This design comes from an exercise in tuning for small area on the open sky130 flow, not from production work. The RTL was checked by simulation tests, not by an equivalence proof against the original design. No activity file was given, so power comes from the tool's default toggle rates.

==> v24 <==
Design flex_frame, start of the top module:
module flex_frame (
    input  wire        clk,
    input  wire        rst,
    input  wire        sym_valid,
    input  wire [1:0]  sym,
    output reg  [1:0]  state,        
    output reg         ev_sync,
    output reg         ev_fiw_ok,
    output reg         ev_fiw_rej,
    output reg         ev_frame,
    output reg  [31:0] ev_info,
    output reg  [1:0]  ev_aux,
    output reg         wd_valid_a,   
    output wire        wd_valid_b,   
    output wire        wd_cd,        
    output wire [6:0]  wd_idx,
    output reg  [31:0] wd_word_a,
    output reg  [31:0] wd_word_b
);
==> flow/config.mk <==
export PLATFORM = sky130hd
export DESIGN_NAME = flex_frame
export DESIGN_NICKNAME = flex_frame
export VERILOG_FILES = /design/flow/design.v
export SDC_FILE = /design/flow/constraint.sdc
export NUM_CORES = 4
export LEC_CHECK = 0
export CAP_MARGIN = 20
export CORE_MARGIN = 2
export CORE_UTILIZATION = 65
export PLACE_DENSITY = 0.8
export SLEW_MARGIN = 20
==> flow/constraint.sdc <==
create_clock -name core_clock -period 40.0 [get_ports {clk}]
set_input_delay 8.0000 -clock core_clock [delete_from_list [all_inputs] [get_ports {clk}]]
set_output_delay 8.0000 -clock core_clock [all_outputs]
set_load 0.01 [all_outputs]
standard.sh (not shown) runs the stock make flow with config.mk's settings and CLKGATE_MAP_FILE= SYNTH_SCRIPT=/design/flow/synth_recipe.tcl, a recipe that flattens the netlist after the stock synthesis.
==> flow/flow/run.sh <==
#!/bin/bash
# Own flow: the standard layout (standard.sh) with
#  - synthesis through flow/synth.tcl (the standard script, with an area-oriented ABC script),
#  - clock tree built from clkbuf_8 with no dummy loads,
#  - port buffers of sky130_fd_sc_hd__buf_1.
# The make output goes to flow_make.log in the work folder; ORFS's own logs are in orfs/logs.
set -euo pipefail
W=$(pwd)
export MY_ABC_SCRIPT="$W/flow/area.abc"
CTS="-sink_clustering_enable -repair_clock_nets -dont_use_dummy_load -buf_list sky130_fd_sc_hd__clkbuf_8 -sink_clustering_size 14 -sink_clustering_max_diameter 50"
BUFP="-buffer_cell sky130_fd_sc_hd__buf_1"
export CTS_ARGS="$CTS"
export BUFFER_PORTS_ARGS="$BUFP"
sed -e "s|SYNTH_SCRIPT=[^ ]*|SYNTH_SCRIPT=$W/flow/synth.tcl|" standard.sh > my_standard.sh
grep -q "SYNTH_SCRIPT=$W/flow/synth.tcl" my_standard.sh
bash my_standard.sh "CTS_ARGS=$CTS" "BUFFER_PORTS_ARGS=$BUFP" finish > flow_make.log 2>&1
==> flow/flow/area.abc <==
strash
balance
rewrite
refactor
balance
rewrite
rewrite -z
balance
refactor -z
rewrite -z
balance
balance
rewrite
refactor
balance
rewrite
rewrite -z
balance
refactor -z
rewrite -z
balance
dch -f
amap
==> flow/flow/synth.tcl <==
# The standard synthesis script (synth_recipe.tcl), with one change: ABC maps the
# logic with the area-oriented script named by MY_ABC_SCRIPT. The registers are mapped
# by dfflibmap before ABC runs, so they are the standard synthesis's registers.
proc synth {args} { yosys synth -nofsm -noshare {*}$args }
proc abc {args} {
  set i [lsearch -exact $args -script]
  if {$i >= 0} { set args [lreplace $args $i [expr {$i + 1}] -script $::env(MY_ABC_SCRIPT)] }
  yosys abc {*}$args
}
source $::env(SCRIPTS_DIR)/synth.tcl
# left out here: clear keep_hierarchy, flatten, clean up, hide names made inside functions, write 1_2_yosys.v
==> v15 (differences from v24) <==
--- a/flow/design.v
+++ b/flow/design.v
@@ -1,12 +1,12 @@
 module flex_frame (
     input  wire        clk,
     input  wire        rst,
     input  wire        sym_valid,
     input  wire [1:0]  sym,
-    output reg  [1:0]  state,        
+    output wire [1:0]  state,        
     output reg         ev_sync,
     output reg         ev_fiw_ok,
     output reg         ev_fiw_rej,
     output reg         ev_frame,
     output reg  [31:0] ev_info,
     output reg  [1:0]  ev_aux,
@@ -16,17 +16,19 @@
     output wire [6:0]  wd_idx,
     output reg  [31:0] wd_word_a,
     output reg  [31:0] wd_word_b
 );
     localparam [1:0] ST_SYNC1 = 2'd0, ST_FIW = 2'd1, ST_SYNC2 = 2'd2, ST_DATA = 2'd3;
     localparam integer LL = 249;      
+    reg          st1, st0;      
     reg [63:0]   sync_buf;
     reg          pol;           
     reg [11:0]   cnt;           
     reg          toggle;        
     reg [3:0]    idle_seen;     
+    reg          eq_a, eq_b, eq_c, eq_d;
     reg [3:0]    cycle_no;
     reg [6:0]    frame_no;
     reg [4:0]    s1, s3;        
     reg          fiw_b31;       
     reg [LL-1:0] la, lb, lc, ld;
     function automatic [4:0] mul_a;
@@ -128,26 +130,52 @@
             le3_16 = amo8({f0[1], f1[1], f2[1], f3[1], f4[1], f5[1], f6[1], h7[1]});
         end
     endfunction
     wire [1:0] r     = pol ? ~sym : sym;
     wire       bit_a = r[1];
     wire       bit_b = sym[1] ^ sym[0];
+    assign state = {st1, st0};
     wire       tog   = toggle;
     wire       inc   = !(tog && state == ST_DATA);
     wire [11:0] c    = cnt + {11'd0, inc};
     wire [63:0] nbuf  = {sync_buf[62:0], ~sym[1]};
     wire [1:0]  mnear = near32(nbuf[47:16] ^ 32'hA6C6AAAA);
     wire        cnear = le3_16(nbuf[63:48] ^ ~nbuf[15:0]);
     wire        hit_n = mnear[0] && cnear;
     wire        hit_i = mnear[1] && cnear;
     wire [15:0] code  = sync_buf[63:48] ^ {16{pol}};
-    wire m1 = le3_16(code ^ 16'h870C);
-    wire m2 = le3_16(code ^ 16'hB068);
-    wire m3 = le3_16(code ^ 16'h7B18);
-    wire m4 = le3_16(code ^ 16'hDEA0);
-    wire m5 = le3_16(code ^ 16'h4C7C);
+    wire [1:0] mf0 = !code[2] + code[11] + code[12];
+    wire [1:0] mf1 = code[2] + code[11] + !code[12];
+    wire [1:0] mf2 = code[0] + code[1] + !code[15];
+    wire [1:0] mf3 = code[0] + code[1] + code[15];
+    wire [1:0] mf4 = code[5] + !code[10] + code[13];
+    wire [1:0] mf5 = code[5] + code[10] + !code[13];
+    wire [1:0] mf6 = !code[3] + code[4] + code[7];
+    wire [1:0] mf7 = !code[3] + !code[4] + code[7];
+    wire [1:0] mf8 = code[6] + !code[8] + !code[9];
+    wire [1:0] mf9 = code[6] + code[8] + !code[9];
+    wire [1:0] m1_f5 = mf0[0] + mf2[0] + mf4[0];
+    wire [1:0] m1_f6 = mf6[0] + mf8[0] + code[14];
+    wire [1:0] m1_h7 = m1_f5[0] + m1_f6[0];
+    wire m1 = amo8({mf0[1], mf2[1], mf4[1], mf6[1], mf8[1], m1_f5[1], m1_f6[1], m1_h7[1]});    
+    wire [1:0] m2_f5 = mf1[0] + mf2[0] + !mf4[0];
+    wire [1:0] m2_f6 = mf6[0] + !mf8[0] + code[14];
+    wire [1:0] m2_h7 = m2_f5[0] + m2_f6[0];
+    wire m2 = amo8({mf1[1], mf2[1], !mf4[1], mf6[1], !mf8[1], m2_f5[1], m2_f6[1], m2_h7[1]});    
+    wire [1:0] m3_f5 = !mf0[0] + mf3[0] + mf5[0];
+    wire [1:0] m3_f6 = mf7[0] + mf8[0] + !code[14];
+    wire [1:0] m3_h7 = m3_f5[0] + m3_f6[0];
+    wire m3 = amo8({!mf0[1], mf3[1], mf5[1], mf7[1], mf8[1], m3_f5[1], m3_f6[1], m3_h7[1]});    
+    wire [1:0] m4_f5 = !mf0[0] + mf2[0] + !mf5[0];
+    wire [1:0] m4_f6 = !mf7[0] + mf9[0] + !code[14];
+    wire [1:0] m4_h7 = m4_f5[0] + m4_f6[0];
+    wire m4 = amo8({!mf0[1], mf2[1], !mf5[1], !mf7[1], mf9[1], m4_f5[1], m4_f6[1], m4_h7[1]});    
+    wire [1:0] m5_f5 = !mf1[0] + mf3[0] + !mf5[0];
+    wire [1:0] m5_f6 = mf7[0] + !mf8[0] + !code[14];
+    wire [1:0] m5_h7 = m5_f5[0] + m5_f6[0];
+    wire m5 = amo8({!mf1[1], mf3[1], !mf5[1], mf7[1], !mf8[1], m5_f5[1], m5_f6[1], m5_h7[1]});    
     wire known  = m1 | m2 | m3 | m4 | m5;
     wire baud32 = m3 | m4 | m5;
     wire lev4   = m2 | m4 | m5;
     wire [4:0] s1sq;
     wire [4:0] dd   = s3 ^ gmul(s1, s1sq);
     wire       s1nz = |s1;
@@ -193,30 +221,23 @@
     reg [30:0] fx;
     integer b;
     always @* begin
         for (b = 0; b < 31; b = b + 1) fx[b] = la[30 - b] ^ emask[b];
     end
     wire [3:0] fsum = fx[3:0] + fx[7:4] + fx[11:8] + fx[15:12] + fx[19:16] + {3'd0, fx[20]};
-    function automatic [31:0] pre_taps;
-        input [LL-1:0] l;
-        input          nb;
-        integer j;
-        begin
-            pre_taps[31] = nb;
-            for (j = 1; j < 32; j = j + 1) pre_taps[31 - j] = l[8 * j - 1];
-        end
-    endfunction
-    function automatic is_idle;
-        input [31:0] w;
-        is_idle = (w == 32'h0) || (w == 32'hFFFFFFFF);
-    endfunction
     wire last_bit = &c[7:0];
-    wire idl_a = is_idle(pre_taps(la, bit_a));
-    wire idl_b = is_idle(pre_taps(lb, bit_b));
-    wire idl_c = is_idle(pre_taps(lc, bit_a));
-    wire idl_d = is_idle(pre_taps(ld, bit_b));
+    wire w7       = &c[2:0];
+    wire first_w  = ~|c[7:3];
+    wire same_a   = bit_a ~^ la[7];
+    wire same_b   = bit_b ~^ lb[7];
+    wire same_c   = bit_a ~^ lc[7];
+    wire same_d   = bit_b ~^ ld[7];
+    wire idl_a    = eq_a & same_a;
+    wire idl_b    = eq_b & same_b;
+    wire idl_c    = eq_c & same_c;
+    wire idl_d    = eq_d & same_d;
     reg [3:0] idle_n;
     always @* begin
         idle_n = idle_seen;
         if (last_bit) begin
             if (!tog) begin
                 idle_n[0] = idle_seen[0] | idl_a;
@@ -235,25 +256,31 @@
     endfunction
     wire full_step = (c == 12'hAFF) && (!baud32 || tog);
     wire fiw_bit = (c[5] || (c[4] && |c[3:0])) && c[6:0] != 7'd48;
     wire enA = sym_valid && ((state == ST_DATA && !tog) ||
                              (state == ST_FIW && fiw_bit));
     wire enC = sym_valid && state == ST_DATA && tog;
+    wire holdA = !sym_valid || (state == ST_DATA ? tog : !(state == ST_FIW && fiw_bit));
+    wire holdC = !sym_valid || (state == ST_DATA ? !tog : 1'b1);
     always @(posedge clk) begin
-        if (enA) begin
-            la <= {la[LL-2:0], bit_a};
-            lb <= {lb[LL-2:0], bit_b};
-        end
-        if (enC) begin
-            lc <= {lc[LL-2:0], bit_a};
-            ld <= {ld[LL-2:0], bit_b};
-        end
+        if (enA && w7) begin
+            eq_a <= first_w | idl_a;
+            eq_b <= first_w | idl_b;
+        end
+        if (enC && w7) begin
+            eq_c <= first_w | idl_c;
+            eq_d <= first_w | idl_d;
+        end
+        la <= (la | {LL{enA}}) & ({la[LL-2:0], bit_a} | {LL{holdA}});
+        lb <= (lb | {LL{enA}}) & ({lb[LL-2:0], bit_b} | {LL{holdA}});
+        lc <= (lc | {LL{enC}}) & ({lc[LL-2:0], bit_a} | {LL{holdC}});
+        ld <= (ld | {LL{enC}}) & ({ld[LL-2:0], bit_b} | {LL{holdC}});
     end
     always @(posedge clk) begin
         if (rst) begin
-            state      <= ST_SYNC1;
+            {st1, st0}      <= ST_SYNC1;
             sync_buf   <= 64'd0;
             pol        <= 1'b0;
             cycle_no   <= 4'd0;
             frame_no   <= 7'd0;
             ev_sync    <= 1'b0;
             ev_fiw_ok  <= 1'b0;
@@ -270,13 +297,13 @@
                 case (state)
                     ST_SYNC1: begin
                         sync_buf <= nbuf;
                         if (hit_n || hit_i) begin
                             pol     <= hit_i;
                             cnt     <= 12'd0;
-                            state   <= ST_FIW;
+                            {st1, st0}   <= ST_FIW;
                             ev_sync <= 1'b1;
                         end
                     end
                     ST_FIW: begin
                         cnt <= c;
                         if (fiw_bit) begin
@@ -290,38 +317,38 @@
                         end
                         if (c[6:0] == 7'd48) begin
                             fiw_b31 <= bit_a;
                             cnt     <= 12'd0;
                             if (!bch_ok || fsum != 4'hF) begin
                                 ev_fiw_rej <= 1'b1;
-                                state      <= ST_SYNC1;
+                                {st1, st0}      <= ST_SYNC1;
                             end else begin
                                 cycle_no  <= fx[7:4];
                                 frame_no  <= fx[14:8];
                                 ev_fiw_ok <= 1'b1;
-                                state     <= ST_SYNC2;
+                                {st1, st0}     <= ST_SYNC2;
                             end
                         end
                     end
                     ST_SYNC2: begin
                         cnt <= c;
                         if (c[6:0] == (baud32 ? 7'd80 : 7'd40)) begin
                             cnt       <= 12'hFFF;
                             toggle    <= 1'b0;
                             idle_seen <= 4'd0;
-                            state     <= ST_DATA;
+                            {st1, st0}     <= ST_DATA;
                         end
                     end
                     ST_DATA: begin
                         cnt        <= c;
                         toggle     <= !tog && baud32;
                         idle_seen  <= idle_n;
                         wd_valid_a <= &c[7:3];
                         if (full_step || all_idle_f(idle_n, baud32, lev4)) begin
                             ev_frame <= 1'b1;
-                            state    <= ST_SYNC1;
+                            {st1, st0}    <= ST_SYNC1;
                         end
                     end
                 endcase
             end
         end
     end
==> flow/flow/run.sh (replaced) <==
#!/bin/bash
# Own flow: the standard layout (standard.sh) with
#  - synthesis through flow/synth.tcl (the standard script, with the delay lines' hold
#    multiplexers mapped to o22a cells and an area-oriented ABC script for the rest),
#  - clock tree built from clkbuf_8 with no dummy loads,
#  - port buffers of sky130_fd_sc_hd__buf_1.
# The make output goes to flow_make.log in the work folder; ORFS's own logs are in orfs/logs.
set -euo pipefail
W=$(pwd)
export MY_ABC_SCRIPT="$W/flow/area.abc"
export MY_PAT="$W/flow/o22a_pat.v"
CTS="-sink_clustering_enable -repair_clock_nets -dont_use_dummy_load -buf_list sky130_fd_sc_hd__clkbuf_8 -sink_clustering_size 14 -sink_clustering_max_diameter 50"
BUFP="-buffer_cell sky130_fd_sc_hd__buf_1"
export CTS_ARGS="$CTS"
export BUFFER_PORTS_ARGS="$BUFP"
sed -e "s|SYNTH_SCRIPT=[^ ]*|SYNTH_SCRIPT=$W/flow/synth.tcl|" standard.sh > my_standard.sh
grep -q "SYNTH_SCRIPT=$W/flow/synth.tcl" my_standard.sh
bash my_standard.sh "CTS_ARGS=$CTS" "BUFFER_PORTS_ARGS=$BUFP" finish > flow_make.log 2>&1
==> flow/flow/o22a_pat.v (new file) <==
module sky130_fd_sc_hd__o22a_1 (A1, A2, B1, B2, X);
  input A1, A2, B1, B2;
  output X;
  wire a, n;
  \$_OR_ u1 (.A(A1), .B(A2), .Y(a));
  \$_NOR_ u2 (.A(B1), .B(B2), .Y(n));
  \$_ANDNOT_ u3 (.A(a), .B(n), .Y(X));
endmodule
==> flow/flow/synth.tcl (replaced) <==
# The standard synthesis script (synth_recipe.tcl), with two changes just before ABC:
# the hold multiplexers of the delay lines, (q | en) & (d | hold), are mapped to o22a
# cells (extract with the pattern in MY_PAT), and ABC maps the rest of the logic with the
# area-oriented script named by MY_ABC_SCRIPT. The registers are mapped by dfflibmap
# before this, so they are the standard synthesis's registers.
proc synth {args} { yosys synth -nofsm -noshare {*}$args }
proc abc {args} {
  set i [lsearch -exact $args -script]
  if {$i >= 0} { set args [lreplace $args $i [expr {$i + 1}] -script $::env(MY_ABC_SCRIPT)] }
  yosys extract -map $::env(MY_PAT)
  yosys abc {*}$args
}
source $::env(SCRIPTS_DIR)/synth.tcl
# left out here: clear keep_hierarchy, flatten, clean up, hide names made inside functions, write 1_2_yosys.v
==> v13 (differences from v24) <==
--- a/flow/design.v
+++ b/flow/design.v
@@ -1,12 +1,12 @@
 module flex_frame (
     input  wire        clk,
     input  wire        rst,
     input  wire        sym_valid,
     input  wire [1:0]  sym,
-    output reg  [1:0]  state,        
+    output wire [1:0]  state,        
     output reg         ev_sync,
     output reg         ev_fiw_ok,
     output reg         ev_fiw_rej,
     output reg         ev_frame,
     output reg  [31:0] ev_info,
     output reg  [1:0]  ev_aux,
@@ -16,17 +16,19 @@
     output wire [6:0]  wd_idx,
     output reg  [31:0] wd_word_a,
     output reg  [31:0] wd_word_b
 );
     localparam [1:0] ST_SYNC1 = 2'd0, ST_FIW = 2'd1, ST_SYNC2 = 2'd2, ST_DATA = 2'd3;
     localparam integer LL = 249;      
+    reg          st1, st0;      
     reg [63:0]   sync_buf;
     reg          pol;           
     reg [11:0]   cnt;           
     reg          toggle;        
     reg [3:0]    idle_seen;     
+    reg          eq_a, eq_b, eq_c, eq_d;
     reg [3:0]    cycle_no;
     reg [6:0]    frame_no;
     reg [4:0]    s1, s3;        
     reg          fiw_b31;       
     reg [LL-1:0] la, lb, lc, ld;
     function automatic [4:0] mul_a;
@@ -128,12 +130,13 @@
             le3_16 = amo8({f0[1], f1[1], f2[1], f3[1], f4[1], f5[1], f6[1], h7[1]});
         end
     endfunction
     wire [1:0] r     = pol ? ~sym : sym;
     wire       bit_a = r[1];
     wire       bit_b = sym[1] ^ sym[0];
+    assign state = {st1, st0};
     wire       tog   = toggle;
     wire       inc   = !(tog && state == ST_DATA);
     wire [11:0] c    = cnt + {11'd0, inc};
     wire [63:0] nbuf  = {sync_buf[62:0], ~sym[1]};
     wire [1:0]  mnear = near32(nbuf[47:16] ^ 32'hA6C6AAAA);
     wire        cnear = le3_16(nbuf[63:48] ^ ~nbuf[15:0]);
@@ -193,30 +196,23 @@
     reg [30:0] fx;
     integer b;
     always @* begin
         for (b = 0; b < 31; b = b + 1) fx[b] = la[30 - b] ^ emask[b];
     end
     wire [3:0] fsum = fx[3:0] + fx[7:4] + fx[11:8] + fx[15:12] + fx[19:16] + {3'd0, fx[20]};
-    function automatic [31:0] pre_taps;
-        input [LL-1:0] l;
-        input          nb;
-        integer j;
-        begin
-            pre_taps[31] = nb;
-            for (j = 1; j < 32; j = j + 1) pre_taps[31 - j] = l[8 * j - 1];
-        end
-    endfunction
-    function automatic is_idle;
-        input [31:0] w;
-        is_idle = (w == 32'h0) || (w == 32'hFFFFFFFF);
-    endfunction
     wire last_bit = &c[7:0];
-    wire idl_a = is_idle(pre_taps(la, bit_a));
-    wire idl_b = is_idle(pre_taps(lb, bit_b));
-    wire idl_c = is_idle(pre_taps(lc, bit_a));
-    wire idl_d = is_idle(pre_taps(ld, bit_b));
+    wire w7       = &c[2:0];
+    wire first_w  = ~|c[7:3];
+    wire same_a   = bit_a ~^ la[7];
+    wire same_b   = bit_b ~^ lb[7];
+    wire same_c   = bit_a ~^ lc[7];
+    wire same_d   = bit_b ~^ ld[7];
+    wire idl_a    = eq_a & same_a;
+    wire idl_b    = eq_b & same_b;
+    wire idl_c    = eq_c & same_c;
+    wire idl_d    = eq_d & same_d;
     reg [3:0] idle_n;
     always @* begin
         idle_n = idle_seen;
         if (last_bit) begin
             if (!tog) begin
                 idle_n[0] = idle_seen[0] | idl_a;
@@ -235,25 +231,31 @@
     endfunction
     wire full_step = (c == 12'hAFF) && (!baud32 || tog);
     wire fiw_bit = (c[5] || (c[4] && |c[3:0])) && c[6:0] != 7'd48;
     wire enA = sym_valid && ((state == ST_DATA && !tog) ||
                              (state == ST_FIW && fiw_bit));
     wire enC = sym_valid && state == ST_DATA && tog;
+    wire holdA = !sym_valid || (state == ST_DATA ? tog : !(state == ST_FIW && fiw_bit));
+    wire holdC = !sym_valid || (state == ST_DATA ? !tog : 1'b1);
     always @(posedge clk) begin
-        if (enA) begin
-            la <= {la[LL-2:0], bit_a};
-            lb <= {lb[LL-2:0], bit_b};
-        end
-        if (enC) begin
-            lc <= {lc[LL-2:0], bit_a};
-            ld <= {ld[LL-2:0], bit_b};
-        end
+        if (enA && w7) begin
+            eq_a <= first_w | idl_a;
+            eq_b <= first_w | idl_b;
+        end
+        if (enC && w7) begin
+            eq_c <= first_w | idl_c;
+            eq_d <= first_w | idl_d;
+        end
+        la <= (la | {LL{enA}}) & ({la[LL-2:0], bit_a} | {LL{holdA}});
+        lb <= (lb | {LL{enA}}) & ({lb[LL-2:0], bit_b} | {LL{holdA}});
+        lc <= (lc | {LL{enC}}) & ({lc[LL-2:0], bit_a} | {LL{holdC}});
+        ld <= (ld | {LL{enC}}) & ({ld[LL-2:0], bit_b} | {LL{holdC}});
     end
     always @(posedge clk) begin
         if (rst) begin
-            state      <= ST_SYNC1;
+            {st1, st0}      <= ST_SYNC1;
             sync_buf   <= 64'd0;
             pol        <= 1'b0;
             cycle_no   <= 4'd0;
             frame_no   <= 7'd0;
             ev_sync    <= 1'b0;
             ev_fiw_ok  <= 1'b0;
@@ -270,13 +272,13 @@
                 case (state)
                     ST_SYNC1: begin
                         sync_buf <= nbuf;
                         if (hit_n || hit_i) begin
                             pol     <= hit_i;
                             cnt     <= 12'd0;
-                            state   <= ST_FIW;
+                            {st1, st0}   <= ST_FIW;
                             ev_sync <= 1'b1;
                         end
                     end
                     ST_FIW: begin
                         cnt <= c;
                         if (fiw_bit) begin
@@ -290,38 +292,38 @@
                         end
                         if (c[6:0] == 7'd48) begin
                             fiw_b31 <= bit_a;
                             cnt     <= 12'd0;
                             if (!bch_ok || fsum != 4'hF) begin
                                 ev_fiw_rej <= 1'b1;
-                                state      <= ST_SYNC1;
+                                {st1, st0}      <= ST_SYNC1;
                             end else begin
                                 cycle_no  <= fx[7:4];
                                 frame_no  <= fx[14:8];
                                 ev_fiw_ok <= 1'b1;
-                                state     <= ST_SYNC2;
+                                {st1, st0}     <= ST_SYNC2;
                             end
                         end
                     end
                     ST_SYNC2: begin
                         cnt <= c;
                         if (c[6:0] == (baud32 ? 7'd80 : 7'd40)) begin
                             cnt       <= 12'hFFF;
                             toggle    <= 1'b0;
                             idle_seen <= 4'd0;
-                            state     <= ST_DATA;
+                            {st1, st0}     <= ST_DATA;
                         end
                     end
                     ST_DATA: begin
                         cnt        <= c;
                         toggle     <= !tog && baud32;
                         idle_seen  <= idle_n;
                         wd_valid_a <= &c[7:3];
                         if (full_step || all_idle_f(idle_n, baud32, lev4)) begin
                             ev_frame <= 1'b1;
-                            state    <= ST_SYNC1;
+                            {st1, st0}    <= ST_SYNC1;
                         end
                     end
                 endcase
             end
         end
     end
==> summary.txt <==
Against v15, the synthesized area of v24 is larger by about 4.4%.
The lowest clock power belongs to v24, the highest to v13.
The lowest non-clock buffer count belongs to v24, the highest to v15.
Total power, highest first: v15, v24, v13.
v15 finished with timing, DRC and antenna clean. v13 finished with timing, DRC and antenna clean. v24 went through all stages and came out clean.

[port drivers added, routing unchanged]
How much do the figures lean on ideal ports? The routed layouts below were timed once more, with nothing changed but the port constraints. Step 1 sets driving cells, clkbuf_16 on the clock port and buf_2 on the other inputs (assumed; they add their load-dependent delay and slew). Step 2 adds t to the input delays and takes it off the output delays; t is the mean of the earliest and latest rising clock arrival at the registers after step 1. Input paths then give back, and output paths get back, about the clock's delay inside the block. a / b / c = no drivers / after step 1 / after step 2; a / b = the first two.
run	shift t [ns]	setup WS [ns]	worst hold slack (ns)	latest minus earliest clock arrival (ns)	worst data-port slew with drivers (ns)
v24	0.725	25.061 / 24.996 / 25.721	0.352 / 0.352 / 0.352	0.089 / 0.089	0.07
v15	0.722	24.839 / 24.782 / 25.504	0.386 / 0.386 / 0.386	0.114 / 0.114	0.04
v13	0.744	25.079 / 25.017 / 25.761	0.406 / 0.406 / 0.406	0.115 / 0.115	0.07
After both steps every run listed still meets setup and hold.
